Context: an optimization exercise on an open-source flow, tuned for small area, a short achievable clock period and few clock cycles per item. The choices shown serve that exercise and are no tape-out recipe. Where RTL was checked, it was by simulation tests only, not by an equivalence proof against the original. Function not checked in runs 6 to 8: the RTL went through the layout flow alone. Power figures rest on the tool's default switching activity, not on a simulated workload.

==> design/flow/config.mk <==
export PLATFORM = sky130hd
export DESIGN_NAME = teavault_cipher
export DESIGN_NICKNAME = teavault_cipher
export VERILOG_FILES = /design/flow/design.v
export SDC_FILE = /design/flow/constraint.sdc
export NUM_CORES = 4
export LEC_CHECK = 0
export ABC_AREA = 1
export CAP_MARGIN = 20
export CORE_MARGIN = 2
export CORE_UTILIZATION = 40
export SLEW_MARGIN = 20
export SETUP_SLACK_MARGIN = 8
export TNS_END_PERCENT = 0
==> design/flow/constraint.sdc <==
create_clock -name core_clock -period 12.0 [get_ports {clk}]
set_input_delay 2.4000 -clock core_clock [delete_from_list [all_inputs] [get_ports {clk}]]
set_output_delay 2.4000 -clock core_clock [all_outputs]
set_load 0.01 [all_outputs]
==> design/flow/design.v <==
module teavault_cipher (
    input  wire         clk,
    input  wire         rst,           
    input  wire         in_valid,
    output wire         in_ready,
    input  wire         in_decrypt,    
    input  wire [127:0] in_key,
    input  wire [63:0]  in_block,
    output wire         out_valid,
    input  wire         out_ready,
    output wire [63:0]  out_block
);
    localparam [31:0] DELTA   = 32'h9E3779B9;
    localparam [31:0] INITSUM = 32'h8DDE6E40;    
    reg        busy;       
    reg        full;       
    reg        last;       
    reg        pre;        
    reg        post;       
    reg [6:0]  cnt;        
    reg        dec;
    reg [31:0] a, b;       
    reg [31:0] sum;        
    reg [63:0] kp;         
    function [31:0] add32(input [31:0] x, input [31:0] y, input ci);
        reg [31:0] g, p, gg, pp, gn, pn;
        integer i, l;
        begin
            g = x & y;
            p = x ^ y;
            gg = g; pp = p;
            gg[0] = g[0] | (p[0] & ci);
            for (l = 0; l < 5; l = l + 1) begin
                gn = gg; pn = pp;
                for (i = 0; i < 32; i = i + 1)
                    if (i[l]) begin
                        gn[i] = gg[i] | (pp[i] & gg[((i >> l) << l) - 1]);
                        pn[i] = pp[i] & pp[((i >> l) << l) - 1];
                    end
                gg = gn; pp = pn;
            end
            add32 = p ^ {gg[30:0], ci};
        end
    endfunction
    wire        z   = pre | post;
    wire        sub = dec & ~z;
    wire [31:0] ka  = kp[63:32];
    wire [31:0] kb  = kp[31:0];
    wire [31:0] f   = add32(b << 4, ka, 1'b0) ^ add32(b, sum, 1'b0) ^ add32(b >> 5, kb, 1'b0);
    wire [31:0] fx  = (f & {32{~z}}) ^ {32{sub}};
    wire [31:0] nb  = add32(a, fx, sub);           
    wire [31:0] dd  = {DELTA[31:1] ^ {31{dec}}, 1'b1};    
    wire ld = !busy && (!full || out_ready);     
    assign in_ready  = last;
    assign out_valid = full;
    assign out_block = {a, b};
    always @(posedge clk) begin
        if (ld ? in_decrypt : (pre | (cnt[0] ^ ~dec)))
            kp <= in_key[63:0];
        else
            kp <= in_key[127:64];
        if (ld) begin
            a    <= in_block[63:32];
            b    <= in_block[31:0];
            sum  <= in_decrypt ? INITSUM : DELTA;
            dec  <= in_decrypt;
            cnt  <= 7'd0;
            pre  <= in_decrypt;
            post <= 1'b0;
        end else if (busy) begin
            a    <= b;
            b    <= nb;
            if (cnt[0])
                sum <= sum + dd;
            if (!pre)
                cnt <= cnt + 7'd1;
            pre  <= 1'b0;
            post <= dec & ~pre & ~post & (cnt == 7'd127);
        end
        if (rst) begin
            busy <= 1'b0;
            full <= 1'b0;
            last <= 1'b0;
        end else begin
            if (ld) begin
                busy <= in_valid;
                full <= 1'b0;
                last <= 1'b0;
            end else if (busy) begin
                last <= ~pre & ~post & (cnt == (dec ? 7'd127 : 7'd126));
                if (last) begin
                    busy <= 1'b0;
                    full <= 1'b1;
                end
            end
        end
    end
endmodule
==> design/flow/flow/run.sh <==
#!/bin/bash
set -e
cat >> "$FLOW_CONFIG" <<'EOC'
export SETUP_SLACK_MARGIN = 8
export TNS_END_PERCENT = 0
EOC
bash standard.sh > standard.log 2>&1
==> design/flow/standard.sh <==
#!/bin/bash
# synth_recipe.tcl (not shown) runs the flow's synth.tcl, then flattens the netlist and writes it again
# the make line also repeats each setting of config.mk as NAME=value (left out here)
make -C /OpenROAD-flow-scripts/flow DESIGN_CONFIG=/design/flow/config.mk WORK_HOME=/design/flow/orfs CLKGATE_MAP_FILE= SYNTH_SCRIPT=/design/flow/synth_recipe.tcl "${@:-finish}"
==> metrics.md, run 1 <==
| Metric | Value |
|---|---|
| Run status | `timing/DRC/antenna clean` |
| Dpl cell area | `17400 um2` |
| Die height | `193 um` |
| Worst setup margin | `7.34 ns` |
| Floorplan core area | `35300 um2` |
| Final hold vios | `0` |
| Initial antenna violation count | `1` |
| Critical path arrival | `4.87 ns` |
| Worst skew pair latency | `0.46 ns` |
| Multi-input logic area | `9330 um2` |
| Detail Route Antenna Nets | `0` |
| Pre-Repair DR Iteration Count | `6` |
| Row count | `69` |
| Primary FF master, synth | `edfxtp_1` |
| Die area | `37100 um2` |
| Crit Path Category | `reg2reg` |
| Die Wd | `193 um` |
| Starting density of the core | `40.3%` |
| Routability Congestion | `0.860` |
| Post-synthesis sequential area ratio | `31.2%` |
| Pwr dens | `313 nW/um2` |
| Slew headroom | `35.1%` |
| Yosys top cell by area | `edfxtp_1` |
| Num Clock Sinks | `173` |
| Register Area | `4440 um2` |
| Vias post-DR | `13000` |
| Post-synthesis register bit count | `173` |
| DR vias/cell | `5.09` |
| WHS | `0.474 ns` |
| Start of the worst register-to-register path | `b[5]` |
| CTS tree | `built` |
| Met1 Use GR | `31.9%` |
| CP Launch Point | `b[5]` |
| Fmax | `0.215 GHz` |
| Mapped Avg Cell Area | `8.09 um2` |
| Hold Crit Class | `reg2reg` |
| RSZ-0062 raised after global routing | `true` |
| Clk slew on worst S/H paths | `0.07 ns` |
| Min-delay src | `cnt[6]` |
| Post-synth ARST share | `0%` |
| Final worst path period need | `4.66 ns` |
| Critical path capture point type | `flip-flop` |
| Crit share post-route | `38.8%` |
| M2 GR Usage | `39.2%` |
| Layout cells sized above 1 | `14.2%` |
| Worst Clk Skew | `0.0161 ns` |
| Nets | `2434` |
| Crit path largest cell delay | `0.47 ns` |
| Final wirelength | `43.9 mm` |
| Delay-heaviest family, CP | `compound AO/OA/AOI/OAI gates` |
| Top post-synthesis cells by area | `edfxtp_1 (21%), ha_1 (12%), nand2_1 (12%)` |
| Max-slew violation count | `0` |
| Finish-stage setup viols | `0` |
| Sum Neg Setup Slack | `0 ns` |
| # Max-Cap Violations | `0` |
| Startpoint Class | `flip-flop` |
| Mapped cell area | `14200 um2` |
| Gr ovfl total | `0` |
| Vias in the first global route | `12500` |
| Initial DRC Count | `809` |
| Slew of the pin with the lowest slew margin | `0.974 ns` |
| Placement Setup Slack | `5.72 ns` |
| Top Usage Layer GRT | `met2` |
| Cts bufs inserted | `17` |
| Clock root buffer | `clkbuf_16` |
| Crit path max fanout | `4` |
| Met3 Usage GRT | `3.67%` |
| Leak | `8.55 nW` |
| Wire length per cell | `17.2 um` |
| # fillers | `3278` |
| PortBufs | `262` |
| Number of remaining DRC errors | `0` |
| Area Growth Syn to Fin | `31.9%` |
| Count of different cell masters after synthesis | `61` |
| Peak VDD IR | `156 uV` |
| Syn Nets | `2120` |
| Synth top area share | `20.7%` |
| Crit path buf inv count | `2` |
| Num ports | `263` |
| Htree depth | `4` |
| Mapped Cells | `1761` |
| Total GRT Usage | `23.7%` |
| Warnings, synthesis | `1` |
| Largest net degree at the start of global routing | `64` |
| Number of synthesized flops with an enable pin | `98` |
| First-pass GRT wire length | `66.9 mm` |
| Design area | `18800 um2` |
| Slowest cell on the critical path | `edfxtp_1` |
| DPL Wire Length | `32.2 mm` |
| CTS Buffer Depth | `2` |
| Worst EP required | `12.22 ns` |
## flip-flops by register name (all words and copies together) (netlist names), 7 cells and up
name and cells:
kp 64, a 32, b 32, sum 32
cnt 7
## metrics by stage
stage | power (mW) | utilization, % | instances
2_1_floorplan | 3.79 | - | 1761
3_3_place_gp | 4.69 | 49.2 | 2459
3_5_place_dp | 4.75 | 49.2 | 2459
4_1_cts | 5.61 | 52.0 | 2521
5_1_grt | 6.40 | 53.2 | 2550
6_report | 5.88 | 53.2 | 2550
## layout make-up
| class | instances | area share [%] |
|---|---|---|
| diodes | 1 | 0.0133 |
| clock buffers | 22 | 2.58 |
| inverters | 192 | 3.91 |
| multi-input cells | 1365 | 49.7 |
| repair buffers | 326 | 16.7 |
| well taps | 461 | 3.07 |
| flip-flops and latches | 173 | 23.7 |
| clock inverters | 10 | 0.413 |
## layer usage
layer | wire length (um) | share of wire (%)
met1 | 20300 | 46
met2 | 20100 | 46
met3 | 2680 | 6.1
met4 | 748 | 1.7
met5 | 0 | 0
## worst min-delay path, delay by kind of cell, from the launching register on
kind,cells,cell delay [ns]
flops,1,0.32
buf+inv,1,0.06
compound gates,1,0.05
## where the power goes
group	switching [mW]	leakage, nW	internal (mW)	total [mW]
clock network	0.262	0.278	0.292	0.554
logic	2.41	6.61	1.96	4.37
registers	0.165	1.66	0.790	0.955
## Yosys cell counts, types with 19 or more instances
| library cell | number |
|---|---|
| nand2_1 | 447 |
| inv_1 | 190 |
| ha_1 | 142 |
| a21oi_1 | 117 |
| edfxtp_1 | 98 |
| nor2_1 | 91 |
| nand3_1 | 83 |
| xor2_1 | 80 |
| dfxtp_1 | 75 |
| o21ai_0 | 72 |
| mux2_2 | 64 |
| xnor2_1 | 57 |
| fa_1 | 20 |
| nor3_1 | 19 |
## worst paths after layout
| path | slack [ns] | to | cells past startpoint |
|---|---|---|---|
| hold / removal | 0.47 | cnt[6] | 2 |
| setup reg to reg | 7.34 | b[27] | 26 |
| setup / recovery | 7.34 | b[27] | 26 |
| hold reg to reg | 0.47 | cnt[6] | 2 |
## kinds of logic (layout without fill, tap and decap cells)
family,Yosys count,after routing,share of synthesized area (%)
AO/OA/AOI/OAI,278,278,11.9
other,0,1,0
XOR/XNOR,140,140,8.77
AND/OR/NAND/NOR,720,721,21.7
multiplexers,64,64,5.06
flip-flops,173,173,31.2
buffers and inverters,224,550,6.02
adder cells (fa/ha/maj),162,162,15.3
## layout by cell type, fill, tap and decap left out, types with 11 or more instances in the layout
cell and instances:
a21oi_1 108, nand3b_1 12, nand2_1 431, xnor2_1 52
nand4_1 16, nand2_2 19, xor2_1 76, buf_4 61
o21ai_1 13, nor3_1 17, clkbuf_16 18, mux2_2 64
edfxtp_1 98, fa_1 12, dfxtp_1 75, ha_1 131
a21o_1 17, clkdlybuf4s50_1 262, nand3_1 81, a31oi_1 11
inv_1 186, nor2_1 87, or2_2 11, o21ai_0 65
a21oi_2 16
## repair_timing
action                                  4_1_cts  5_1_grt
hold endpoints to repair                      0        0
hold buffers                                  0        0
resized for setup                            51       34
buffers inserted                             29       28
endpoints found under the setup margin      244      211
gates cloned                                  1        0
pin swaps                                    27       33
Testbench counts, summed over its fixed seeds: cycles 166,398, items 1,280.
==> inputs of run 2 (changes only) <==
==> design/flow/flow/run.sh (replaced) <==
#!/bin/bash
# The standard ORFS layout (standard.sh), with these changes to how the
# layout is made (the SDC and clock period stay the standard flow's):
#  - ports are buffered with buf_1 cells instead of delay buffers;
#  - synthesis does not map adders to the library's fa/ha cells (same
#    synthesis script and registers, the adders are left to ABC);
#  - timing repair aims for more setup slack, on the worst path only.
set -e
cat >> "$FLOW_CONFIG" <<'EOC'
export BUFFER_PORTS_ARGS = -buffer_cell sky130_fd_sc_hd__buf_1
export ADDER_MAP_FILE = 
export SETUP_SLACK_MARGIN = 9
export TNS_END_PERCENT = 0
EOC
bash standard.sh > standard.log 2>&1
--- a/design/flow/config.mk
+++ b/design/flow/config.mk
@@ -11,4 +11,6 @@
 export CORE_UTILIZATION = 40
 export SLEW_MARGIN = 20
-export SETUP_SLACK_MARGIN = 8
+export BUFFER_PORTS_ARGS = -buffer_cell sky130_fd_sc_hd__buf_1
+export ADDER_MAP_FILE = 
+export SETUP_SLACK_MARGIN = 9
 export TNS_END_PERCENT = 0
==> run 2 against run 1 <==
- highest routed layer unchanged
- final area up 4.8%
- largest power group unchanged
- non-clock buffer count is 58 higher
- via count increased by 35%
- synthesized area grew 11%
- clock power increased by 7.2%
- power down 15%
- hold slack worse by 0.0031 ns
- die area increased by 11%
==> metrics.md, run 2 <==
| Metric | Value |
|---|---|
| Critical path capture point type | `output port` |
| Gr ovfl total | `0` |
| Initial DRC Count | `1197` |
| Largest Register | `kp` |
| Final hold vios | `0` |
| DR vias/cell | `5.08` |
| RSZ-0062 raised after global routing | `true` |
| Clk slew on worst S/H paths | `0.07 ns` |
| Post-synthesis sequential area ratio | `28.1%` |
| Total GRT Usage | `24.7%` |
| Pwr dens | `253 nW/um2` |
| Hold buffer count at cts | `0` |
| Area Growth Syn to Fin | `24.4%` |
| Complex-gate fraction of the synthesized area | `8.93%` |
| Post-synthesis xor/xnor area fraction | `4.37%` |
| Start of the worst register-to-register path | `b[19]` |
| Die height | `203 um` |
| Dpl cell area | `17300 um2` |
| Overall power | `4.98 mW` |
| CP most frequent cell | `buf_6` |
| Commonest non-fill, non-tap cell in the layout | `nand2_1` |
| Max-slew violation count | `0` |
| Post-synthesis register bit count | `173` |
| Num ports | `263` |
| Register Area | `4440 um2` |
| Slew headroom | `32.1%` |
| Floorplan core area | `38800 um2` |
| Worst Clk Skew | `0.0171 ns` |
| Htree depth | `4` |
| First-pass GRT wire length | `80.0 mm` |
| Worst skew pair latency | `0.48 ns` |
| Post-Synth Adder-Cell Area | `0%` |
| Crit share post-route | `31.6%` |
| Peak VDD IR | `107 uV` |
| Top post-synthesis cells by area | `nand2_1 (21%), edfxtp_1 (19%), dfxtp_1 (9.5%)` |
| Worst EP required | `9.60 ns` |
| CTS tree | `built` |
| Clock root buffer | `clkbuf_16` |
| Post-synth ARST share | `0%` |
| Slowest cell on the critical path | `edfxtp_1` |
| Final worst path period need | `3.79 ns` |
| Primary FF master, synth | `edfxtp_1` |
| Wire length per cell | `15.3 um` |
| PortBufs | `262` |
| Main combinational cell family by area after synthesis | `simple AND/OR/NAND/NOR gates` |
| Most frequent cells in the layout | `nand2_1 (824), inv_1 (323), buf_1 (256)` |
| Number of remaining DRC errors | `0` |
| CTS Buffer Depth | `2` |
| R2r setup slk | `8.37 ns` |
| FF-to-FF End | `b[29]` |
| # Max-Cap Violations | `0` |
| Slew of the pin with the lowest slew margin | `1.02 ns` |
| Fin util | `50.7%` |
| Hold Crit Class | `reg2reg` |
| Synth top area share | `21.1%` |
| Count of different cell masters after synthesis | `53` |
| Yosys top cell by area | `nand2_1` |
| Crit path buf inv count | `3` |
| Mapped Avg Cell Area | `6.16 um2` |
| Pre-Repair DR Iteration Count | `5` |
| Cts bufs inserted | `17` |
| Mapped Cells | `2567` |
| Layout cells sized above 1 | `17.5%` |
| Delay-heaviest family, CP | `flip-flops` |
| Startpoint Class | `flip-flop` |
| Design area | `19700 um2` |
| Crit path to | `out_block[14]` |
| Critical path arrival | `1.39 ns` |
| Largest net degree at the start of global routing | `110` |
| Crit path max fanout | `4` |
| Fmax | `0.264 GHz` |
| Final wirelength | `52.8 mm` |
| Num Clock Sinks | `173` |
| Placement Setup Slack | `6.99 ns` |
| Detail Route Antenna Nets | `0` |
| Worst hold stages | `2` |
| Synth Area in Simple Gates | `43.6%` |
| Crit path largest cell delay | `0.50 ns` |
| Max reg flops | `64` |
| Synth cell count leaders | `nand2_1 (888), inv_1 (331), nand3_1 (254), nor2_1 (252), o21ai_0 (103)` |
| Vias post-DR | `17500` |
| Top-count cell post-synth | `nand2_1` |
| Syn Nets | `2764` |
| Run status | `timing/DRC/antenna clean` |
| Mux cell area share after synthesis | `4.56%` |
| Die area | `41200 um2` |
| DPL Wire Length | `38.4 mm` |
| Die Wd | `203 um` |
| Row count | `72` |
| WHS | `0.471 ns` |
| Number of synthesized flops with an enable pin | `98` |
| Initial antenna violation count | `0` |
| Layout Cells excl Fill | `3448` |
| Multi-input logic area | `10500 um2` |
| Min-delay src | `cnt[1]` |
| WP depth | `3` |
| Finish-stage setup viols | `0` |
| Leak | `9.98 nW` |
| Crit Path Category | `reg2out` |
| Vias in the first global route | `15600` |
| Cell depth of the worst flop-to-flop path | `26` |
| Warnings, synthesis | `1` |
| Ant diodes | `0` |
| Routability Congestion | `0.947` |
| CP Launch Point | `b[14]` |
| Post-placement cell count | `3303` |
| Mapped cell area | `15800 um2` |
| Worst setup margin | `8.21 ns` |
| Sum Neg Setup Slack | `0 ns` |
| CP cell instances | `buf_6 > buf_12 > buf_6` |
| Starting density of the core | `40.7%` |
| # fillers | `3910` |
| Nets | `3114` |
[run 2: cell count changes after synthesis, moves of 38 or more]
cell	delta
nand3_1	+171
inv_1	+141
nor2_1	+161
ha_1	-142
a21oi_1	-38
nand2_1	+441
xor2_1	-43
[run 2: routing by layer]
layer	part of all wire (%)	track usage, %	vias to the layer above
met5	0	0	-
met4	2.7	8.13	0
met3	6.2	2.89	80
met2	46	40.9	525
met1	45	33.4	7981
li1	-	-	8915
[run 2: worst min path at each step]
| stage | to | slack (ns) |
|---|---|---|
| after floorplan | cnt[6] | 0.44 |
| after global placement | cnt[1] | 0.46 |
| after detailed placement | cnt[1] | 0.46 |
| after CTS | cnt[1] | 0.47 |
| after global routing | cnt[1] | 0.50 |
| final | cnt[1] | 0.47 |
[run 2: power by group]
part	internal [mW]	leakage, nW	switching (mW)	total (mW)
logic	1.29	8.05	2.21	3.50
clock network	0.328	0.278	0.267	0.594
registers	0.756	1.65	0.130	0.885
total	2.37	9.98	2.61	4.98
[run 2: layout make-up]
class	count	area share, %
clock inverter	14	0.852
inverter	364	7.07
multi-input combinational	1977	53.3
sequential	173	22.6
tap	518	3.29
timing repair buffer	384	10.7
clock buffer	18	2.18
[run 2: worst register-to-register path, cell delays in order (launching register included)]
cell and delay, ns:
edfxtp_1 0.55, or2_1 0.31, nand2_2 0.13, nor2_1 0.05
nand2_1 0.08, nand2_1 0.08, a21oi_4 0.24, buf_6 0.16
nand2_4 0.09, buf_4 0.15, nand3_2 0.05, nand2_2 0.06
nand3_1 0.14, nand2_1 0.07, nand3_1 0.09, nand3_1 0.08
nand2_1 0.10, nand2_2 0.08, nor2_4 0.15, nand2_2 0.09
nor2_4 0.10, buf_12 0.14, nand3_1 0.11, nand3_1 0.10
nand2_1 0.05, nand3_1 0.06, nand2_1 0.05
[run 2: cells by family (layout without fill, tap and decap cells)]
logic type,after synthesis,count (layout)
and+or+nand+nor,1584,1585
buffers and inverters,418,780
AOI/OAI and AO/OA,250,250
DFF,173,173
xor gates and xnor gates,78,78
muxes,64,64
[run 2: timing repair]
action                     in CTS  in global routing
cloned                          0                  1
resized for setup              60                188
setup endpoints to repair     335                334
setup buffers                  56                 56
pin swaps                       9                 57
==> inputs of run 3 (changes only) <==
--- a/design/flow/flow/run.sh
+++ b/design/flow/flow/run.sh
@@ -10,5 +10,5 @@
 export BUFFER_PORTS_ARGS = -buffer_cell sky130_fd_sc_hd__buf_1
 export ADDER_MAP_FILE = 
-export SETUP_SLACK_MARGIN = 9
+export SETUP_SLACK_MARGIN = 8.5
 export TNS_END_PERCENT = 0
 EOC
--- a/design/flow/config.mk
+++ b/design/flow/config.mk
@@ -13,4 +13,4 @@
 export BUFFER_PORTS_ARGS = -buffer_cell sky130_fd_sc_hd__buf_1
 export ADDER_MAP_FILE = 
-export SETUP_SLACK_MARGIN = 9
+export SETUP_SLACK_MARGIN = 8.5
 export TNS_END_PERCENT = 0
==> run 3 against run 2 <==
- still clean on timing, DRC and antenna
- worst setup slack better by 0.025 ns
- flip-flop and latch count stayed put
- synthesized cell count stayed put
- synthesized area stayed put
- critical path type unchanged
- critical endpoint is now out_block[17]
- largest cell class unchanged
- highest routed layer unchanged
==> metrics.md, run 3 <==
| Metric | Value |
|---|---|
| Final wirelength | `51.9 mm` |
| Design area | `19400 um2` |
| CP cell instances | `buf_4 > buf_1` |
| WP depth | `2` |
| Ant diodes | `0` |
| Vias post-DR | `17400` |
| CTS Buffer Depth | `2` |
| Mapped Avg Cell Area | `6.16 um2` |
| PortBufs | `262` |
| Pwr dens | `250 nW/um2` |
| Peak VDD IR | `108 uV` |
| Crit path buf inv count | `2` |
| Fmax | `0.266 GHz` |
| CP Launch Point | `b[17]` |
| Detail Route Antenna Nets | `0` |
| Crit share post-route | `31.4%` |
| CTS tree | `built` |
| Htree depth | `4` |
| Crit Path Category | `reg2out` |
| Cell depth of the worst flop-to-flop path | `28` |
| Fin util | `50.0%` |
| DPL Wire Length | `38.4 mm` |
| Clock root buffer | `clkbuf_16` |
| Cts bufs inserted | `17` |
| Placement Setup Slack | `6.99 ns` |
| Nets | `3096` |
| Worst EP required | `9.60 ns` |
| Hold Crit Class | `reg2reg` |
| FF-to-FF End | `b[29]` |
| Wire length per cell | `15.1 um` |
| Gr ovfl total | `0` |
| Sum Neg Setup Slack | `0 ns` |
| Crit path largest cell delay | `0.55 ns` |
| First-pass GRT wire length | `78.6 mm` |
| Critical path capture point type | `output port` |
| Leak | `9.85 nW` |
| R2r setup slk | `8.33 ns` |
| Overall power | `4.85 mW` |
| Largest Register | `kp` |
| Die area | `41200 um2` |
| Vias in the first global route | `15400` |
| Starting density of the core | `40.7%` |
| Number of synthesized flops with an enable pin | `98` |
| Num Clock Sinks | `173` |
| Slowest cell on the critical path | `edfxtp_1` |
| Count of different cell masters after synthesis | `53` |
| Area Growth Syn to Fin | `22.7%` |
| Primary FF master, synth | `edfxtp_1` |
| Commonest non-fill, non-tap cell in the layout | `nand2_1` |
| Worst Clk Skew | `0.0175 ns` |
| Pre-Repair DR Iteration Count | `7` |
| Top-count cell post-synth | `nand2_1` |
| WHS | `0.471 ns` |
| Die height | `203 um` |
| Worst skew pair latency | `0.47 ns` |
| Number of remaining DRC errors | `0` |
| Largest net degree at the start of global routing | `110` |
| Max-slew violation count | `0` |
| Mapped Cells | `2567` |
| Yosys top cell by area | `nand2_1` |
| Post-placement cell count | `3303` |
| Mapped cell area | `15800 um2` |
| Crit path to | `out_block[17]` |
| Most frequent cells in the layout | `nand2_1 (830), inv_1 (325), buf_1 (261)` |
| DR vias/cell | `5.07` |
| Post-synthesis register bit count | `173` |
| Crit path max fanout | `7` |
| Layout Cells excl Fill | `3430` |
| Synth cell count leaders | `nand2_1 (888), inv_1 (331), nand3_1 (254), nor2_1 (252), o21ai_0 (103)` |
| Final worst path period need | `3.77 ns` |
| Die Wd | `203 um` |
| Max reg flops | `64` |
| Post-synthesis sequential area ratio | `28.1%` |
| Layout cells sized above 1 | `15.9%` |
| Warnings, synthesis | `1` |
| Final hold vios | `0` |
| Initial DRC Count | `1136` |
| # Max-Cap Violations | `0` |
| RSZ-0062 raised after global routing | `true` |
| Post-synth ARST share | `0%` |
| Floorplan core area | `38800 um2` |
| Syn Nets | `2764` |
| Startpoint Class | `flip-flop` |
| Slew headroom | `32.4%` |
| Initial antenna violation count | `0` |
| Worst setup margin | `8.23 ns` |
| Routability Congestion | `0.947` |
| Num ports | `263` |
| Synth top area share | `21.1%` |
| Total GRT Usage | `24.2%` |
| Top post-synthesis cells by area | `nand2_1 (21%), edfxtp_1 (19%), dfxtp_1 (9.5%)` |
| Dpl cell area | `17300 um2` |
| Delay-heaviest family, CP | `flip-flops` |
| Clk slew on worst S/H paths | `0.08 ns` |
| Finish-stage setup viols | `0` |
| Critical path arrival | `1.37 ns` |
| Slew of the pin with the lowest slew margin | `1.01 ns` |
| Run status | `timing/DRC/antenna clean` |
| Row count | `72` |
| Start of the worst register-to-register path | `b[10]` |
## run 3: worst min path at each step
stage,slack (ns),end,cells after the start,start
after global placement,0.46,cnt[1],2,cnt[1]
after detailed placement,0.46,cnt[1],2,cnt[1]
after global routing,0.50,cnt[1],2,cnt[1]
final,0.47,cnt[1],2,cnt[1]
after CTS,0.47,cnt[1],2,cnt[1]
after floorplan,0.44,cnt[6],2,cnt[6]
## run 3: cell families (layout without fill, tap and decap cells)
kind of cell	after synthesis	in the layout	share of synthesized area, %
mux	64	64	4.56
flops	173	173	28.1
simple gates	1584	1586	43.6
compound gates	250	250	8.93
buf+inv	418	761	10.5
xor+xnor	78	78	4.37
## run 3: cell type report
class | count | area, um2
fill | 3962 | 19400
clock inverter | 14 | 168
multi-input combinational | 1978 | 10400
timing repair buffer | 365 | 1910
sequential | 173 | 4440
clock buffer | 18 | 429
inverter | 364 | 1390
tap | 518 | 648
## run 3: repair_timing
item / CTS / global route
setup endpoints to repair: 311 / 300
buffers inserted: 23 / 70
pin swaps: 2 / 43
gates resized for setup: 23 / 180
gates cloned: 0 / 2
hold buffers: 0 / 0
## run 3: where the power goes
part | internal [mW] | leakage, nW | switching (mW) | total (mW)
combinational | 1.21 | 7.92 | 2.15 | 3.36
clock | 0.328 | 0.278 | 0.265 | 0.593
sequential | 0.755 | 1.65 | 0.135 | 0.890
## run 3: routing by layer
| layer | up-vias | global-route usage [%] | routed length [um] |
|---|---|---|---|
| li1 | 8888 | - | - |
| met5 | - | 0 | 0 |
| met1 | 7908 | 33.2 | 23600 |
| met2 | 534 | 40.1 | 23800 |
| met4 | 0 | 7.38 | 1230 |
| met3 | 64 | 2.66 | 3270 |
## run 3: worst min-delay path, delay by kind of cell (launching register included)
| family | cells | cell delay [ns] |
|---|---|---|
| flip-flops | 1 | 0.30 |
| buffers and inverters | 1 | 0.07 |
| AO/OA/AOI/OAI | 1 | 0.06 |
==> inputs of run 4 (changes only) <==
--- a/design/flow/flow/run.sh
+++ b/design/flow/flow/run.sh
@@ -10,5 +10,5 @@
 export BUFFER_PORTS_ARGS = -buffer_cell sky130_fd_sc_hd__buf_1
 export ADDER_MAP_FILE = 
-export SETUP_SLACK_MARGIN = 8.5
+export SETUP_SLACK_MARGIN = 8
 export TNS_END_PERCENT = 0
 EOC
--- a/design/flow/config.mk
+++ b/design/flow/config.mk
@@ -9,8 +9,8 @@
 export CAP_MARGIN = 20
 export CORE_MARGIN = 2
-export CORE_UTILIZATION = 40
+export CORE_UTILIZATION = 65
 export SLEW_MARGIN = 20
 export BUFFER_PORTS_ARGS = -buffer_cell sky130_fd_sc_hd__buf_1
 export ADDER_MAP_FILE = 
-export SETUP_SLACK_MARGIN = 8.5
+export SETUP_SLACK_MARGIN = 8
 export TNS_END_PERCENT = 0
==> run 4 against run 3 <==
- flip-flop and latch count unchanged
- combinational power decreased by 11%
- wire length fell by 8.0%
- first-iteration DRC count rose by 71%
- clock skew up 0.0012 ns
- critical path type is now in2reg
- critical endpoint is now kp[33]
==> metrics.md, run 4 <==
| Metric | Value |
|---|---|
| # Max-Cap Violations | `0` |
| CP most frequent cell | `inv_1` |
| Total GRT Usage | `35.8%` |
| Synth top area share | `21.1%` |
| WHS | `0.478 ns` |
| Start of the worst register-to-register path | `dec` |
| Crit path to | `kp[33]` |
| Layout Cells excl Fill | `3192` |
| R2r setup slk | `8.18 ns` |
| CP Launch Point | `out_ready` |
| Final hold vios | `0` |
| Largest net degree at the start of global routing | `110` |
| Hold Crit Class | `reg2reg` |
| Vias post-DR | `17700` |
| CTS Buffer Depth | `2` |
| Floorplan core area | `24100 um2` |
| Startpoint Class | `primary input` |
| FF-to-FF End | `b[20]` |
| Crit Path Category | `in2reg` |
| Post-synth ARST share | `0%` |
| Peak VDD IR | `110 uV` |
| Die area | `25600 um2` |
| Critical path arrival | `4.27 ns` |
| Die height | `160 um` |
| Number of synthesized flops with an enable pin | `98` |
| Worst EP required | `12.34 ns` |
| Synth cell count leaders | `nand2_1 (888), inv_1 (331), nand3_1 (254), nor2_1 (252), o21ai_0 (103)` |
| Die Wd | `160 um` |
| Largest Register | `kp` |
| Pre-Repair DR Iteration Count | `6` |
| Syn Nets | `2764` |
| Number of remaining DRC errors | `0` |
| Top post-synthesis cells by area | `nand2_1 (21%), edfxtp_1 (19%), dfxtp_1 (9.5%)` |
| Sw power | `2.40 mW` |
| Mapped Cells | `2567` |
| RSZ-0062 raised after global routing | `true` |
| Leak | `9.50 nW` |
| WP depth | `10` |
| Switching part of the total | `53.7%` |
| Cts bufs inserted | `17` |
| DPL Wire Length | `34.9 mm` |
| Yosys top cell by area | `nand2_1` |
| Num ports | `263` |
| Nets | `3052` |
| Crit path max fanout | `63` |
| Critical path capture point type | `flip-flop` |
| Slowest cell on the critical path | `mux2_2` |
| Crit share post-route | `32.7%` |
| Worst Clk Skew | `0.0188 ns` |
| CTS tree | `built` |
| Clock root buffer | `clkbuf_16` |
| Finish-stage setup viols | `0` |
| Min-delay src | `cnt[6]` |
| Crit path buf inv count | `5` |
| Combinational share of power | `67.1%` |
| Mapped Avg Cell Area | `6.16 um2` |
| Count of different cell masters after synthesis | `53` |
| Ant diodes | `0` |
| Pwr dens | `245 nW/um2` |
| Hold buffer count at cts | `0` |
| Internal power component | `2.06 mW` |
| Num Clock Sinks | `173` |
| Run status | `timing/DRC/antenna clean` |
| DR vias/cell | `5.54` |
| Sum Neg Setup Slack | `0 ns` |
| Detail Route Antenna Nets | `0` |
| Warnings, synthesis | `1` |
| Vias in the first global route | `15900` |
| Gr ovfl total | `0` |
| Row count | `57` |
| Crit path largest cell delay | `0.38 ns` |
| Starting density of the core | `65.6%` |
| First-pass GRT wire length | `74.8 mm` |
| Clock power frac | `12.6%` |
| Wire length per cell | `15.0 um` |
| Post-synthesis register bit count | `173` |
| Slew of the pin with the lowest slew margin | `0.828 ns` |
| PortBufs | `262` |
| Max reg flops | `64` |
| Post-placement cell count | `3108` |
| Fin util | `75.4%` |
| Most frequent cells in the layout | `nand2_1 (880), inv_1 (329), buf_1 (262)` |
| Slew headroom | `44.8%` |
| Worst skew pair latency | `0.46 ns` |
| Layout cells sized above 1 | `11.1%` |
| Final wirelength | `47.8 mm` |
| Sequential share of power | `20.3%` |
| Commonest non-fill, non-tap cell in the layout | `nand2_1` |
| Post-synthesis sequential area ratio | `28.1%` |
| Overall power | `4.46 mW` |
| Initial antenna violation count | `0` |
| Mapped cell area | `15800 um2` |
| Top-count cell post-synth | `nand2_1` |
| Routability Congestion | `0.939` |
| CP cell instances | `buf_1 > inv_1 > nand2_1 > nand2_2 > buf_12 > nor2_1 > inv_1 > o31ai_4 > buf_6 > mux2_2` |
| Initial DRC Count | `1943` |
| Htree depth | `4` |
| Delay-heaviest family, CP | `buffers and inverters` |
| Cell depth of the worst flop-to-flop path | `21` |
| Fmax | `0.255 GHz` |
| Primary FF master, synth | `edfxtp_1` |
| Clk slew on worst S/H paths | `0.07 ns` |
| Area Growth Syn to Fin | `14.9%` |
| Final worst path period need | `3.93 ns` |
| Max-slew violation count | `0` |
## run 4: cell count changes in the layout (fill, tap and decap cells not counted), sizes merged
| cell | before | now |
|---|---|---|
| bufinv | 3 | 0 |
| clkinvlp | 5 | 2 |
| nand2 | 933 | 931 |
| inv | 362 | 370 |
| buf | 365 | 321 |
## run 4: metal layers
metal  vias to the layer above  share of wire, %  GRT usage, %
met4                         0               2.5          12.0
met3                       107               9.6          5.35
met2                       823                45          58.7
met5                         -                 0             0
li1                       8796                 -             -
met1                      7942                42          48.8
## run 4: what timing repair did
item | 4_1_cts | 5_1_grt
pin swaps | 1 | 11
endpoints found under the hold margin | 0 | 0
buffers inserted | 1 | 49
cloned | 0 | 2
endpoints found under the setup margin | 83 | 96
gates resized for setup | 7 | 43
## run 4: stage by stage
| step | setup slack [ns] | area (um2) |
|---|---|---|
| after floorplan | 7.94 | 15800 |
| after global placement | 7.20 | 17000 |
| after detailed placement | 7.10 | 17000 |
| after CTS | 7.96 | 17600 |
| after global routing | 7.92 | 18200 |
| final | 8.07 | 18200 |
## run 4: cells by family (layout without fill, tap and decap cells)
family | count (synthesis) | after routing | share of synthesized area, %
AND/OR/NAND/NOR | 1584 | 1584 | 43.6
multiplexers | 64 | 64 | 4.56
XOR/XNOR | 78 | 78 | 4.37
AO/OA/AOI/OAI | 250 | 250 | 8.93
flip-flops | 173 | 173 | 28.1
buffers and inverters | 418 | 719 | 10.5
## run 4: worst min-delay path by stage
stage	cells after the start	endpoint	slack, ns
global placement	2	cnt[1]	0.46
floorplan	2	cnt[6]	0.44
CTS	2	cnt[6]	0.48
finish	2	cnt[6]	0.48
detailed placement	2	cnt[6]	0.47
global route	2	cnt[1]	0.51
## run 4: power by group through the flow
stage	logic, mW	registers [mW]	clock network, mW
after floorplan	2.19	0.890	0
after global placement	2.62	0.956	0
after detailed placement	2.71	0.956	0
after CTS	2.74	0.945	0.565
after global routing	3.38	0.912	0.585
final	2.99	0.903	0.562
## run 4: final cells by class
cell class,count,area [um2]
timing repair inverter,1,5.00
clock buffer,17,425
inverter,364,1370
sequential,173,4440
clock inverter,15,145
multi-input combinational,1976,9880
tap,324,405
timing repair buffer,322,1500
fill,2016,5930
## run 4: worst reg2reg max path, stage by stage, from the launching register on
cell and delay, ns:
edfxtp_1 0.48, inv_4 0.17, buf_6 0.24, nor2_4 0.28, inv_2 0.21, nand2_1 0.12, nand2_1 0.05, inv_1 0.08
a21oi_1 0.11, o21ai_1 0.23, nand2_1 0.12, nand2_1 0.09, nand3_1 0.14, nand3_1 0.13, nand2_1 0.11, nand2_2 0.13
nand3_2 0.15, nand2_4 0.24, a21oi_1 0.13, or2_1 0.22, nand3_1 0.07, nand2_1 0.05
==> inputs of run 5 (changes only) <==
--- a/design/flow/config.mk
+++ b/design/flow/config.mk
@@ -9,5 +9,5 @@
 export CAP_MARGIN = 20
 export CORE_MARGIN = 2
-export CORE_UTILIZATION = 65
+export CORE_UTILIZATION = 40
 export SLEW_MARGIN = 20
 export BUFFER_PORTS_ARGS = -buffer_cell sky130_fd_sc_hd__buf_1
==> run 5 against run 4 <==
- worst setup slack gained 0.051 ns
- critical path type is now reg2reg
- clock power is essentially flat
- clock-buffer cell count is the same
==> metrics.md, run 5 <==
| Metric | Value |
|---|---|
| Cell depth of the worst flop-to-flop path | `25` |
| Syn Nets | `2764` |
| Count of different cell masters after synthesis | `53` |
| Finish-stage setup viols | `0` |
| Crit share post-route | `32.3%` |
| Leak | `9.41 nW` |
| Mapped cell area | `15800 um2` |
| Floorplan core area | `38800 um2` |
| Hold buffer count at cts | `0` |
| Worst skew pair latency | `0.47 ns` |
| Sum Neg Setup Slack | `0 ns` |
| Delay-heaviest family, CP | `simple AND/OR/NAND/NOR gates` |
| CP Launch Point | `b[3]` |
| Synth cell count leaders | `nand2_1 (888), inv_1 (331), nand3_1 (254), nor2_1 (252), o21ai_0 (103)` |
| Commonest non-fill, non-tap cell in the layout | `nand2_1` |
| Pwr dens | `243 nW/um2` |
| Num ports | `263` |
| Final wirelength | `50.4 mm` |
| Clk slew on worst S/H paths | `0.07 ns` |
| Wire length per cell | `14.9 um` |
| Post-placement cell count | `3304` |
| Final worst path period need | `3.88 ns` |
| Number of synthesized flops with an enable pin | `98` |
| Crit path max fanout | `8` |
| Startpoint Class | `flip-flop` |
| Nets | `3042` |
| Final hold vios | `0` |
| Warnings, synthesis | `1` |
| FF-to-FF End | `b[30]` |
| Most frequent cells in the layout | `nand2_1 (885), inv_1 (328), buf_1 (262)` |
| Min-delay src | `cnt[1]` |
| Initial DRC Count | `1123` |
| CTS Buffer Depth | `2` |
| Area Growth Syn to Fin | `15.6%` |
| Placement Setup Slack | `7.15 ns` |
| Top post-synthesis cells by area | `nand2_1 (21%), edfxtp_1 (19%), dfxtp_1 (9.5%)` |
| Max reg flops | `64` |
| Die area | `41200 um2` |
| Die height | `203 um` |
| Slew of the pin with the lowest slew margin | `1.06 ns` |
| # fillers | `4076` |
| CP most frequent cell | `nand2_1` |
| Hold worst-path end | `cnt[1]` |
| Worst hold stages | `2` |
| First-pass GRT wire length | `78.9 mm` |
| Die Wd | `203 um` |
| Yosys top cell by area | `nand2_1` |
| R2r setup slk | `8.12 ns` |
| Cts bufs inserted | `17` |
| PortBufs | `262` |
| Max-slew violation count | `0` |
| Design area | `18300 um2` |
| Number of remaining DRC errors | `0` |
| DR vias/cell | `5.09` |
| DPL Wire Length | `38.2 mm` |
| Vias in the first global route | `15600` |
| Hold Crit Class | `reg2reg` |
| Largest Register | `kp` |
| Num Clock Sinks | `173` |
| Layout cells sized above 1 | `10.0%` |
| Top-count cell post-synth | `nand2_1` |
| Crit Path Category | `reg2reg` |
| Overall power | `4.44 mW` |
| Gr ovfl total | `0` |
| Total GRT Usage | `24.2%` |
| # Max-Cap Violations | `0` |
| WHS | `0.474 ns` |
| Post-synthesis sequential area ratio | `28.1%` |
| Layout Cells excl Fill | `3376` |
| Worst setup margin | `8.12 ns` |
| Starting density of the core | `40.7%` |
| Ant diodes | `0` |
| Synth top area share | `21.1%` |
| Run status | `timing/DRC/antenna clean` |
| Worst Clk Skew | `0.0179 ns` |
| Mapped Avg Cell Area | `6.16 um2` |
| Clock root buffer | `clkbuf_16` |
| Fmax | `0.258 GHz` |
| Peak VDD IR | `95.2 uV` |
| Vias post-DR | `17200` |
| Fin util | `47.1%` |
| Dpl cell area | `17300 um2` |
| Row count | `72` |
| Largest net degree at the start of global routing | `110` |
| Initial antenna violation count | `0` |
| Routability Congestion | `0.935` |
| Mapped Cells | `2567` |
| Worst EP required | `12.22 ns` |
| Crit path largest cell delay | `0.50 ns` |
| CTS tree | `built` |
| Detail Route Antenna Nets | `0` |
| Slowest cell on the critical path | `edfxtp_1` |
| Critical path capture point type | `flip-flop` |
| Htree depth | `4` |
| Post-synthesis register bit count | `173` |
| Slew headroom | `29.6%` |
| Pre-Repair DR Iteration Count | `5` |
| Crit path buf inv count | `1` |
| RSZ-0062 raised after global routing | `true` |
| Post-synth ARST share | `0%` |
| Start of the worst register-to-register path | `b[3]` |
| Critical path arrival | `4.09 ns` |
| Primary FF master, synth | `edfxtp_1` |
run 5: cell families after synthesis:
| logic type | synth area share [%] |
|---|---|
| compound gates | 8.93 |
| simple gates | 43.6 |
| mux | 4.56 |
| flops | 28.1 |
| xor+xnor | 4.37 |
| buf+inv | 10.5 |
run 5: layout make-up:
class | count | area [um2] | area share (%)
well taps | 518 | 648 | 3.55
inverters | 364 | 1380 | 7.53
clock inverters | 15 | 148 | 0.808
multi-input cells | 1976 | 9810 | 53.7
repair buffers | 313 | 1430 | 7.83
clock buffers | 17 | 425 | 2.33
flip-flops and latches | 173 | 4440 | 24.3
run 5: where the power goes:
part / switching (mW) / internal (mW) / leakage [nW] / total [mW]
Combinational: 1.94 / 1.02 / 7.50 / 2.96
Sequential: 0.162 / 0.756 / 1.65 / 0.918
Clock: 0.260 / 0.305 / 0.260 / 0.565
Total: 2.37 / 2.08 / 9.41 / 4.44
run 5: how the worst max path moves through the flow:
| stage | end | cells past startpoint |
|---|---|---|
| after floorplan | sum[0] | 5 |
| after global placement | sum[24] | 9 |
| after detailed placement | sum[6] | 9 |
| after CTS | b[18] | 22 |
| after global routing | b[30] | 25 |
| final | b[30] | 25 |
run 5: metal layers:
layer | GRT usage [%] | up-vias | share of wire [%]
met4 | 7.72 | 0 | 2.4
met3 | 3.48 | 67 | 5.4
li1 | - | 8787 | -
met2 | 39.6 | 522 | 45
met1 | 33.0 | 7809 | 47
met5 | 0 | - | 0
run 5: worst register-to-register path, stage by stage (launching register included):
cell,delay [ns]
edfxtp_1,0.50
inv_1,0.17
nand2_1,0.11
nand2_1,0.09
nor2_1,0.11
nand2_1,0.08
nand2_1,0.23
nand3_2,0.19
nand3_4,0.17
nand2_1,0.08
a21boi_1,0.17
nand3_1,0.15
nand2_1,0.09
nand2_1,0.07
nand2_1,0.09
nand3_1,0.07
nand3b_1,0.20
nand2_1,0.13
nor2_2,0.13
nand2_2,0.09
nor2_4,0.28
nand3_1,0.15
nand3_1,0.11
nand2_1,0.05
nand3_1,0.07
nand2_1,0.06
run 5: timing repair:
| item | CTS | global route |
|---|---|---|
| pin swaps | 0 | 6 |
| buffers inserted | 0 | 40 |
| resized for setup | 2 | 36 |
| endpoints found under the hold margin | 0 | 0 |
| setup endpoints to repair | 145 | 102 |
==> inputs of run 6 (changes only) <==
--- a/design/flow/design.v
+++ b/design/flow/design.v
@@ -43,4 +43,38 @@
         end
     endfunction
+    function [31:0] add32bk(input [31:0] x, input [31:0] y, input ci);
+        reg [31:0] g, p, gg, pp;
+        integer i, l;
+        begin
+            g = x & y;
+            p = x ^ y;
+            gg = g; pp = p;
+            gg[0] = g[0] | (p[0] & ci);
+            for (l = 0; l < 5; l = l + 1)
+                for (i = 0; i < 32; i = i + 1)
+                    if (((i + 1) % (2 << l)) == 0) begin
+                        gg[i] = gg[i] | (pp[i] & gg[i - (1 << l)]);
+                        pp[i] = pp[i] & pp[i - (1 << l)];
+                    end
+            for (l = 3; l >= 0; l = l - 1)
+                for (i = 0; i < 32; i = i + 1)
+                    if (((i + 1) % (2 << l)) == (1 << l) && i >= (2 << l)) begin
+                        gg[i] = gg[i] | (pp[i] & gg[i - (1 << l)]);
+                        pp[i] = pp[i] & pp[i - (1 << l)];
+                    end
+            add32bk = p ^ {gg[30:0], ci};
+        end
+    endfunction
+    function [31:0] add32r(input [31:0] x, input [31:0] y);
+        reg c;
+        integer i;
+        begin
+            c = 1'b0;
+            for (i = 0; i < 32; i = i + 1) begin
+                add32r[i] = x[i] ^ y[i] ^ c;
+                c = (x[i] & y[i]) | (x[i] & c) | (y[i] & c);
+            end
+        end
+    endfunction
     wire        z   = pre | post;
     wire        sub = dec & ~z;
@@ -72,5 +106,5 @@
             b    <= nb;
             if (cnt[0])
-                sum <= sum + dd;
+                sum <= add32r(sum, dd);
             if (!pre)
                 cnt <= cnt + 7'd1;
==> run 6 against run 5 <==
- still clean
- synthesized area fell by 14%
- clock power barely moved
- non-clock buffer count rose by 33
- worst setup slack got worse by 1.1 ns
- fmax fell by 23%
- sequential share of layout area rose by 2.7 points
- clock-buffer cell count rose by 4
- critical path depth rose by 13
- critical path type unchanged
- largest power group unchanged
==> metrics.md, run 6 <==
| Metric | Value |
|---|---|
| Yosys top cell by area | `edfxtp_1` |
| Slew headroom | `25.6%` |
| Crit path largest cell delay | `0.52 ns` |
| Worst Clk Skew | `0.0148 ns` |
| Final wirelength | `39.2 mm` |
| Fmax | `0.199 GHz` |
| # fillers | `3283` |
| Startpoint Class | `flip-flop` |
| Layout cells sized above 1 | `20.1%` |
| Top-count cell post-synth | `nand2_1` |
| Nets | `2366` |
| Critical path capture point type | `flip-flop` |
| Slew of the pin with the lowest slew margin | `1.12 ns` |
| Crit share post-route | `41.8%` |
| Vias in the first global route | `12100` |
| Pwr dens | `339 nW/um2` |
| Primary FF master, synth | `edfxtp_1` |
| Syn Nets | `2048` |
| Initial antenna violation count | `0` |
| First-pass GRT wire length | `60.4 mm` |
| PortBufs | `262` |
| DR vias/cell | `4.86` |
| Ant diodes | `0` |
| Post-synthesis sequential area ratio | `32.7%` |
| Top post-synthesis cells by area | `edfxtp_1 (22%), nand2_1 (14%), dfxtp_1 (11%)` |
| Post-placement cell count | `2521` |
| Fin util | `49.1%` |
| Worst EP required | `12.16 ns` |
| Mapped Cells | `1851` |
| Cts bufs inserted | `17` |
| Warnings, synthesis | `1` |
| Post-synth ARST share | `0%` |
| Pre-Repair DR Iteration Count | `6` |
| Peak VDD IR | `128 uV` |
| Routability Congestion | `0.889` |
| # Max-Cap Violations | `0` |
| Mapped Avg Cell Area | `7.34 um2` |
| RSZ-0062 raised after global routing | `true` |
| Hold buffer count at cts | `0` |
| Count of different cell masters after synthesis | `61` |
| Commonest non-fill, non-tap cell in the layout | `nand2_1` |
| Layout Cells excl Fill | `2630` |
| Sum Neg Setup Slack | `0 ns` |
| Clock root buffer | `clkbuf_16` |
| Run status | `timing/DRC/antenna clean` |
| CTS tree | `built` |
| Design area | `16500 um2` |
| Gr ovfl total | `0` |
| Area Growth Syn to Fin | `21.1%` |
| Synth cell count leaders | `nand2_1 (497), inv_1 (203), nor2_1 (195), xor2_1 (137), edfxtp_1 (98)` |
| Die height | `188 um` |
| Vias post-DR | `12800` |
| Worst skew pair latency | `0.45 ns` |
| Cell depth of the worst flop-to-flop path | `38` |
| Final hold vios | `0` |
| R2r setup slk | `6.98 ns` |
| Slowest cell on the critical path | `edfxtp_1` |
| Row count | `67` |
| Most frequent cells in the layout | `nand2_1 (464), buf_1 (262), inv_1 (199)` |
| Max-slew violation count | `0` |
| Largest Register | `kp` |
| Placement Setup Slack | `6.53 ns` |
| Finish-stage setup viols | `0` |
| Max reg flops | `64` |
| Hold Crit Class | `reg2reg` |
| Final worst path period need | `5.02 ns` |
| Worst setup margin | `6.98 ns` |
| Floorplan core area | `33500 um2` |
| Leak | `7.76 nW` |
| Total GRT Usage | `21.6%` |
| Multi-input logic area | `8310 um2` |
| Post-synthesis register bit count | `173` |
| Detail Route Antenna Nets | `0` |
| Mapped cell area | `13600 um2` |
| Wire length per cell | `14.9 um` |
| Register Area | `4440 um2` |
| Number of remaining DRC errors | `0` |
| Largest net degree at the start of global routing | `91` |
| Htree depth | `4` |
| Synth top area share | `21.6%` |
| Critical path arrival | `5.18 ns` |
| Die area | `35500 um2` |
| Worst hold stages | `2` |
| CP most frequent cell | `nand2_2` |
| CTS Buffer Depth | `2` |
| Dpl cell area | `14900 um2` |
| Num ports | `263` |
| DPL Wire Length | `28.1 mm` |
| Initial DRC Count | `737` |
| Crit Path Category | `reg2reg` |
| Number of synthesized flops with an enable pin | `98` |
| Die Wd | `188 um` |
| Num Clock Sinks | `173` |
| Starting density of the core | `40.5%` |
| Clk slew on worst S/H paths | `0.08 ns` |
| Crit path max fanout | `5` |
==> run 6: cell types whose count changed after synthesis, moves of 14 or more <==
cell,previous run,this run
nand2_1,888,497
nand3_1,254,80
inv_1,331,203
xor2_1,37,137
o21ai_0,103,38
nor2_1,252,195
nand2_2,37,85
nand3b_1,34,0
xnor2_1,40,72
nand4_1,47,17
or2_2,4,25
buf_2,21,4
nor2_2,22,7
inv_2,30,16
==> run 6: cell type report <==
class | count | share of cell area (%)
Clock inverter | 11 | 0.570
Sequential cell | 173 | 27.0
Tap cell | 448 | 3.41
Inverter | 223 | 5.15
Clock buffer | 21 | 3.06
Multi-Input combinational cell | 1408 | 50.5
Timing Repair Buffer | 346 | 10.3
==> run 6: worst max-delay path: cells and delay by family (launching register included) <==
kind / cells / cell delay [ns]
AND/OR/NAND/NOR: 20 / 1.73
buffers and inverters: 4 / 0.41
flip-flops: 1 / 0.52
AO/OA/AOI/OAI: 10 / 1.23
XOR/XNOR: 4 / 0.84
==> run 6: layer usage <==
metal	part of all wire, %	global-route usage [%]	vias up
li1	-	-	6499
met1	45	27.4	5862
met5	0	0	-
met3	5.5	3.22	48
met2	48	37.7	367
met4	2.2	6.91	0
==> run 6: per-stage QoR <==
step / power [mW] / hold WS, ns
final: 5.58 / 0.471
after detailed placement: 4.44 / 0.462
after global routing: 6.07 / 0.507
after global placement: 4.40 / 0.454
after CTS: 5.39 / 0.475
after floorplan: 3.72 / 0.439
==> run 6: cell families after synthesis <==
logic type | Yosys count | share of synthesized area (%)
buffers and inverters | 270 | 8.74
adder cells (fa/ha/maj) | 2 | 0.166
flip-flops | 173 | 32.7
AND/OR/NAND/NOR | 951 | 30.9
AO/OA/AOI/OAI | 181 | 8.57
XOR/XNOR | 210 | 13.6
multiplexers | 64 | 5.30
==> run 6: repair_timing <==
item	CTS	global route
gates resized for setup	51	41
setup buffers	58	17
pin swaps	53	55
cloned	2	0
setup endpoints to repair	125	129
==> run 6: final timing paths <==
kind	start	end
max	b[1]	b[23]
min	cnt[6]	cnt[6]
max reg2reg	b[1]	b[23]
min reg2reg	cnt[6]	cnt[6]
==> run 6: report_power, final <==
part	internal [mW]	switching [mW]
combinational	1.64	2.37
clock	0.306	0.262
sequential	0.786	0.222
==> inputs of run 7 (changes only) <==
--- a/design/flow/design.v
+++ b/design/flow/design.v
@@ -81,7 +81,7 @@
     wire [31:0] ka  = kp[63:32];
     wire [31:0] kb  = kp[31:0];
-    wire [31:0] f   = add32(b << 4, ka, 1'b0) ^ add32(b, sum, 1'b0) ^ add32(b >> 5, kb, 1'b0);
+    wire [31:0] f   = add32bk(b << 4, ka, 1'b0) ^ add32bk(b, sum, 1'b0) ^ add32bk(b >> 5, kb, 1'b0);
     wire [31:0] fx  = (f & {32{~z}}) ^ {32{sub}};
-    wire [31:0] nb  = add32(a, fx, sub);           
+    wire [31:0] nb  = add32bk(a, fx, sub);           
     wire [31:0] dd  = {DELTA[31:1] ^ {31{dec}}, 1'b1};    
     wire ld = !busy && (!full || out_ready);     
==> run 7 against run 6 <==
- hold slack gained 0.012 ns
- highest routed layer unchanged
- die area shrank 1.1%
- largest power group unchanged
- sequential power is essentially flat
- clock power shrank 6.3%
- wire length grew 0.37%
- non-clock buffer count grew 9
- fmax is essentially flat
==> metrics.md, run 7 <==
| Metric | Value |
|---|---|
| Run status | `timing/DRC/antenna clean` |
| Layout cells sized above 1 | `20.3%` |
| Pwr dens | `313 nW/um2` |
| Most frequent cells in the layout | `nand2_1 (483), buf_1 (262), nor2_1 (182)` |
| Internal power component | `2.55 mW` |
| Htree depth | `4` |
| Startpoint Class | `flip-flop` |
| Delay-heaviest family, CP | `simple AND/OR/NAND/NOR gates` |
| Synth cell count leaders | `nand2_1 (506), nor2_1 (190), inv_1 (183), xor2_1 (121), nand3_1 (108)` |
| PortBufs | `262` |
| Num Clock Sinks | `173` |
| Mapped Cells | `1828` |
| Pre-Repair DR Iteration Count | `5` |
| Post-synth ARST share | `0%` |
| First-pass GRT wire length | `61.5 mm` |
| Switching part of the total | `50.3%` |
| Crit path max fanout | `4` |
| Nets | `2352` |
| Die Wd | `187 um` |
| Final hold vios | `0` |
| Mapped Avg Cell Area | `7.35 um2` |
| Final wirelength | `39.3 mm` |
| Routability Congestion | `0.854` |
| Slew of the pin with the lowest slew margin | `1.01 ns` |
| Wire length per cell | `15.0 um` |
| Placement Setup Slack | `6.22 ns` |
| CTS tree | `built` |
| Warnings, synthesis | `1` |
| Area Growth Syn to Fin | `22.0%` |
| Vias in the first global route | `12100` |
| Crit Path Category | `reg2reg` |
| CTS Buffer Depth | `2` |
| Total GRT Usage | `22.2%` |
| Mapped cell area | `13400 um2` |
| Leak | `7.75 nW` |
| Number of synthesized flops with an enable pin | `98` |
| Top post-synthesis cells by area | `edfxtp_1 (22%), nand2_1 (14%), dfxtp_1 (11%)` |
| Max-slew violation count | `0` |
| Number of remaining DRC errors | `0` |
| Top-count cell post-synth | `nand2_1` |
| Met2 WL | `18.5 mm` |
| Initial DRC Count | `646` |
| Vias post-DR | `12700` |
| Syn Nets | `2025` |
| Max reg flops | `64` |
| Sum Neg Setup Slack | `0 ns` |
| Worst Clk Skew | `0.0151 ns` |
| Finish-stage setup viols | `0` |
| Combinational share of power | `70.4%` |
| Worst EP required | `12.19 ns` |
| Count of different cell masters after synthesis | `61` |
| Final worst path period need | `5.02 ns` |
| Met1 WL | `17.6 mm` |
| RSZ-0062 raised after global routing | `true` |
| Slowest cell on the critical path | `edfxtp_1` |
| Max layer used | `met4` |
| Post-synthesis register bit count | `173` |
| Commonest non-fill, non-tap cell in the layout | `nand2_1` |
| Die area | `35100 um2` |
| Clock power frac | `10.4%` |
| WL met3 | `2.20 mm` |
| Crit path largest cell delay | `0.45 ns` |
| DR vias/cell | `4.85` |
| Largest Register | `kp` |
| Primary FF master, synth | `edfxtp_1` |
| Detail Route Antenna Nets | `0` |
| Critical path arrival | `5.21 ns` |
| Starting density of the core | `40.4%` |
| DPL Wire Length | `28.7 mm` |
| Row count | `67` |
| Crit share post-route | `41.8%` |
| Clk slew on worst S/H paths | `0.07 ns` |
| Fmax | `0.199 GHz` |
| Die height | `187 um` |
| Crit path buf inv count | `1` |
| Hold Crit Class | `reg2reg` |
| Synth top area share | `21.9%` |
| Post-synthesis sequential area ratio | `33.1%` |
| Initial antenna violation count | `0` |
| Floorplan core area | `33300 um2` |
| CP most frequent cell | `nand2_2` |
| Critical path capture point type | `flip-flop` |
| Sw power | `2.59 mW` |
| Cts bufs inserted | `17` |
| Yosys top cell by area | `edfxtp_1` |
| Worst setup margin | `6.98 ns` |
| Num ports | `263` |
| Peak VDD IR | `115 uV` |
| Clock root buffer | `clkbuf_16` |
| Worst skew pair latency | `0.45 ns` |
| # Max-Cap Violations | `0` |
| Ant diodes | `0` |
| Gr ovfl total | `0` |
| Sequential share of power | `19.3%` |
| Largest net degree at the start of global routing | `84` |
| Slew headroom | `32.6%` |
[run 7: changes by cell type in the layout (fill, tap and decap cells not counted), sizes merged, moves of 9 or more]
cell / previous run / this run
nor2: 207 / 197
o21ai: 69 / 53
inv: 224 / 190
nand2: 586 / 613
xor2: 138 / 123
buf: 344 / 353
nand3: 90 / 120
a21oi: 81 / 64
[run 7: final timing paths]
path                             start     end  slack (ns)  cells past startpoint
worst max-delay path              b[6]   b[31]        6.98                     40
worst min-delay path            cnt[6]  cnt[6]        0.48                      2
worst max register to register    b[6]   b[31]        6.98                     40
worst min register to register  cnt[6]  cnt[6]        0.48                      2
[run 7: through the flow]
step / total power, mW / std cells / util, % / hold WS (ns) / instance area, um2
final: 5.14 / 2614 / 49.3 / 0.483 / 16400
after global routing: 5.62 / 2614 / 49.3 / 0.536 / 16400
after CTS: 4.93 / 2573 / 47.6 / 0.486 / 15800
after detailed placement: 4.21 / 2500 / 44.5 / 0.474 / 14800
after global placement: 4.14 / 2500 / 44.5 / 0.462 / 14800
after floorplan: 3.53 / 1828 / - / 0.446 / 13400
[run 7: power groups by stage]
| stage | registers, mW | clock network (mW) | logic [mW] |
|---|---|---|---|
| floorplan | 0.934 | 0 | 2.59 |
| global placement | 1.01 | 0 | 3.13 |
| detailed placement | 1.01 | 0 | 3.19 |
| CTS | 0.991 | 0.541 | 3.40 |
| global route | 1.01 | 0.561 | 4.05 |
| finish | 0.990 | 0.532 | 3.62 |
[run 7: timing repair]
item                                    CTS  global route
gates resized for setup                  32            67
gates cloned                              1             1
pin swaps                                36            75
endpoints found under the setup margin  183           184
setup buffers                            42            40
hold buffers                              0             0
[run 7: worst reg2reg max path: cells and delay by family, from the launching register on]
family | cells | cell delay (ns)
AOI/OAI and AO/OA | 9 | 1.48
xor gates and xnor gates | 1 | 0.08
DFF | 1 | 0.45
and+or+nand+nor | 29 | 2.58
buffers and inverters | 1 | 0.17
[run 7: cell type report]
| cell class | count | area, um2 |
|---|---|---|
| multi-input combinational | 1417 | 8380 |
| inverter | 191 | 726 |
| tap | 448 | 561 |
| fill | 3295 | 16900 |
| timing repair buffer | 355 | 1760 |
| clock buffer | 22 | 454 |
| sequential | 173 | 4440 |
| clock inverter | 8 | 71.3 |
[run 7: kinds of logic (layout without fill, tap and decap cells)]
group	count (synthesis)	after routing	share of synthesized area, %
xor gates and xnor gates	190	190	12.6
DFF	173	173	33.1
AOI/OAI and AO/OA	157	157	8.05
muxes	64	64	5.36
and+or+nand+nor	1003	1003	33.4
buffers and inverters	238	576	7.29
adders and majority gates	3	3	0.223
[run 7: metal layers]
metal	track usage (%)	vias to the layer above
li1	-	6493
met1	28.5	5752
met2	38.0	380
met3	3.68	61
met4	7.14	0
met5	0	-
==> inputs of run 8 (changes only) <==
==> design/flow/design.v (replaced) <==
module teavault_cipher (
    input  wire         clk,
    input  wire         rst,           
    input  wire         in_valid,
    output wire         in_ready,
    input  wire         in_decrypt,    
    input  wire [127:0] in_key,
    input  wire [63:0]  in_block,
    output wire         out_valid,
    input  wire         out_ready,
    output wire [63:0]  out_block
);
    localparam [31:0] DELTA   = 32'h9E3779B9;
    localparam [31:0] INITSUM = 32'h8DDE6E40;    
    function [31:0] add32(input [31:0] x, input [31:0] y, input ci);
        reg [31:0] g, p, gg, pp, gn, pn;
        integer i, l;
        begin
            g = x & y;
            p = x ^ y;
            gg = g; pp = p;
            gg[0] = g[0] | (p[0] & ci);
            for (l = 0; l < 5; l = l + 1) begin
                gn = gg; pn = pp;
                for (i = 0; i < 32; i = i + 1)
                    if (i[l]) begin
                        gn[i] = gg[i] | (pp[i] & gg[((i >> l) << l) - 1]);
                        pn[i] = pp[i] & pp[((i >> l) << l) - 1];
                    end
                gg = gn; pp = pn;
            end
            add32 = p ^ {gg[30:0], ci};
        end
    endfunction
    reg        busy;       
    reg        full;       
    reg        ph;         
    reg        last;       
    reg        nz;         
    reg        sub;        
    reg [7:0]  cnt;        
    reg        dec;
    reg [31:0] a, b;       
    reg [31:0] sum;        
    reg [63:0] kp;         
    wire [31:0] ka  = kp[63:32];
    wire [31:0] kb  = kp[31:0];
    wire [31:0] f   = add32(b << 4, ka, 1'b0) ^ add32(b, sum, 1'b0) ^ add32(b >> 5, kb, 1'b0);
    wire [31:0] fx  = (f & {32{nz}}) ^ {32{sub}};    
    wire [31:0] nb  = add32(a, fx, sub);             
    wire [31:0] dd  = {DELTA[31:1] ^ {31{dec}}, 1'b1};    
    assign in_ready  = last;
    assign out_valid = full;
    assign out_block = {a, b};
    always @(posedge clk) begin
        if (dec ^ (busy & ~cnt[0]))
            kp <= in_key[63:0];
        else
            kp <= in_key[127:64];
        if (busy) begin
            a   <= b;
            if (cnt[0])
                sum <= sum + dd;
            cnt <= cnt + 8'd1;
            nz  <= (cnt != 8'd127);
            sub <= dec & (cnt != 8'd127);
        end else begin
            if (!full)
                a <= (ph ^ in_decrypt) ? in_block[63:32] : in_block[31:0];
            sum <= dec ? INITSUM : DELTA;
            cnt <= 8'd0;
            dec <= in_decrypt;
            nz  <= ph;
            sub <= ph & dec;
        end
        if (!full)
            b <= nb;
        if (rst) begin
            busy <= 1'b0;
            full <= 1'b0;
            ph   <= 1'b0;
            last <= 1'b0;
        end else if (busy) begin
            last <= ~last & (cnt == (dec ? 8'd127 : 8'd126));
            if (last) begin
                busy <= 1'b0;
                full <= 1'b1;
            end
        end else if (full) begin
            if (out_ready)
                full <= 1'b0;
        end else if (ph) begin
            ph   <= 1'b0;
            busy <= 1'b1;
        end else begin
            ph   <= in_valid;
        end
    end
endmodule
==> run 8 against run 7 <==
- still clean
- non-clock buffer count down 54
- worst setup slack better by 1.2 ns
- sequential share of layout area down 2.9 points
- sequential power up 7%
- critical path type is now reg2out
- power up 0.10%
- core utilization down 2.8 points
- via count up 33%
- flip-flop and latch count up 2
- die area up 19%
==> metrics.md, run 8 <==
| Metric | Value |
|---|---|
| Run status | `timing/DRC/antenna clean` |
| Design area | `18500 um2` |
| Num ports | `263` |
| Sum Neg Setup Slack | `0 ns` |
| Final wirelength | `49.4 mm` |
| Synth top area share | `19.4%` |
| Commonest non-fill, non-tap cell in the layout | `nand2_1` |
| Crit path max fanout | `5` |
| Post-synthesis sequential area ratio | `27.7%` |
| Clk slew on worst S/H paths | `0.08 ns` |
| Clock root buffer | `clkbuf_16` |
| Leak | `9.40 nW` |
| Number of synthesized flops with an enable pin | `97` |
| Most frequent cells in the layout | `nand2_1 (831), inv_1 (361), nor2_1 (290)` |
| Total GRT Usage | `23.4%` |
| Synth cell count leaders | `nand2_1 (834), inv_1 (363), nor2_1 (293), nand3_1 (228), edfxtp_1 (97)` |
| Cts bufs inserted | `17` |
| Post-synthesis register bit count | `175` |
| First-pass GRT wire length | `77.4 mm` |
| Layout cells sized above 1 | `8.92%` |
| Routability Congestion | `0.873` |
| Pwr dens | `278 nW/um2` |
| R2r setup slk | `8.30 ns` |
| Starting density of the core | `40.6%` |
| Detail Route Antenna Nets | `0` |
| Max-slew violation count | `0` |
| Min-delay src | `cnt[7]` |
| Pre-Repair DR Iteration Count | `6` |
| Fin util | `46.5%` |
| Syn Nets | `2766` |
| Top post-synthesis cells by area | `nand2_1 (19%), edfxtp_1 (18%), dfxtp_1 (9.7%)` |
| Mapped cell area | `16100 um2` |
| Row count | `73` |
| Die Wd | `205 um` |
| Number of remaining DRC errors | `0` |
| # Max-Cap Violations | `0` |
| Critical path arrival | `1.38 ns` |
| Fmax | `0.264 GHz` |
| Worst hold stages | `1` |
| Dpl cell area | `17600 um2` |
| Wire length per cell | `14.6 um` |
| Mapped Cells | `2569` |
| Top-count cell post-synth | `nand2_1` |
| RSZ-0062 raised after global routing | `true` |
| Worst Clk Skew | `0.0216 ns` |
| CTS tree | `built` |
| Start of the worst register-to-register path | `b[8]` |
| Hold buffer count at cts | `0` |
| Multi-input logic area | `10100 um2` |
| Die area | `41900 um2` |
| Peak VDD IR | `98.3 uV` |
| WHS | `0.461 ns` |
| Cell depth of the worst flop-to-flop path | `24` |
| PortBufs | `262` |
| Crit share post-route | `31.5%` |
| Crit Path Category | `reg2out` |
| Mapped Avg Cell Area | `6.28 um2` |
| Largest net degree at the start of global routing | `93` |
| Register Area | `4480 um2` |
| Max reg flops | `64` |
| Startpoint Class | `flip-flop` |
| CP most frequent cell | `buf_4` |
| Count of different cell masters after synthesis | `61` |
| Slew of the pin with the lowest slew margin | `1.05 ns` |
| Vias post-DR | `16900` |
| CP cell instances | `buf_4 > buf_4 > buf_1` |
| Floorplan core area | `39700 um2` |
| Final hold vios | `0` |
| Primary FF master, synth | `edfxtp_1` |
| Warnings, synthesis | `1` |
| Initial antenna violation count | `0` |
-- run 8: area by class of cell --
cell class              instances  share of cell area [%]
clock inverters                14                   0.562
inverters                     375                    7.65
repair inverters                1                  0.0271
repair buffers                301                    7.04
well taps                     525                    3.56
flip-flops and latches        175                    24.2
clock buffers                  18                    2.44
multi-input cells            1965                    54.5
-- run 8: power by group --
part | total, mW | internal (mW) | switching, mW
Combinational | 3.53 | 1.24 | 2.29
Sequential | 1.06 | 0.847 | 0.211
Clock | 0.555 | 0.280 | 0.274
-- run 8: worst max-delay path: cells and delay by family (launching register included) --
family,cells,cell delay (ns)
flops,1,0.45
buf+inv,3,0.45
-- run 8: worst max path at each step --
stage	from	endpoint	slack, ns	cells after the start
finish	b[7]	out_block[7]	8.22	3
global route	b[9]	b[27]	7.95	24
CTS	b[2]	b[30]	8.02	24
detailed placement	in_decrypt	a[14]	7.91	7
global placement	in_decrypt	a[12]	7.99	7
floorplan	in_decrypt	a[28]	8.52	6
-- run 8: cells by family after synthesis --
logic type | synth area share (%)
AO/OA/AOI/OAI | 9.04
XOR/XNOR | 6.67
buffers and inverters | 10.6
flip-flops | 27.7
multiplexers | 4.47
AND/OR/NAND/NOR | 41.5
-- run 8: repair_timing --
item / in CTS / in global routing
setup buffers: 0 / 28
gates resized for setup: 1 / 25
cloned: 1 / 1
endpoints found under the setup margin: 6 / 28
pin swaps: 0 / 3
-- run 8: per-layer routing --
| metal | global-route usage [%] | share of wire, % |
|---|---|---|
| met1 | 31.6 | 47 |
| met2 | 38.2 | 46 |
| met3 | 3.88 | 5.5 |
| met4 | 7.17 | 2.0 |
| met5 | 0 | 0 |
-- run 8: metrics by stage --
stage	std cells	power, mW
after global placement	3312	4.35
after floorplan	2569	3.67
after global routing	3374	5.70
after CTS	3345	5.01
final	3374	5.14
after detailed placement	3312	4.43

Re-timed with assumed drivers on the ports (clkbuf_16 on the clock, buf_2 on other inputs), run 8 has 8.163 ns of setup slack against 8.217 ns with ideal ports, and 7.870 ns once port delays also move by the mid clock arrival of 0.522 ns.
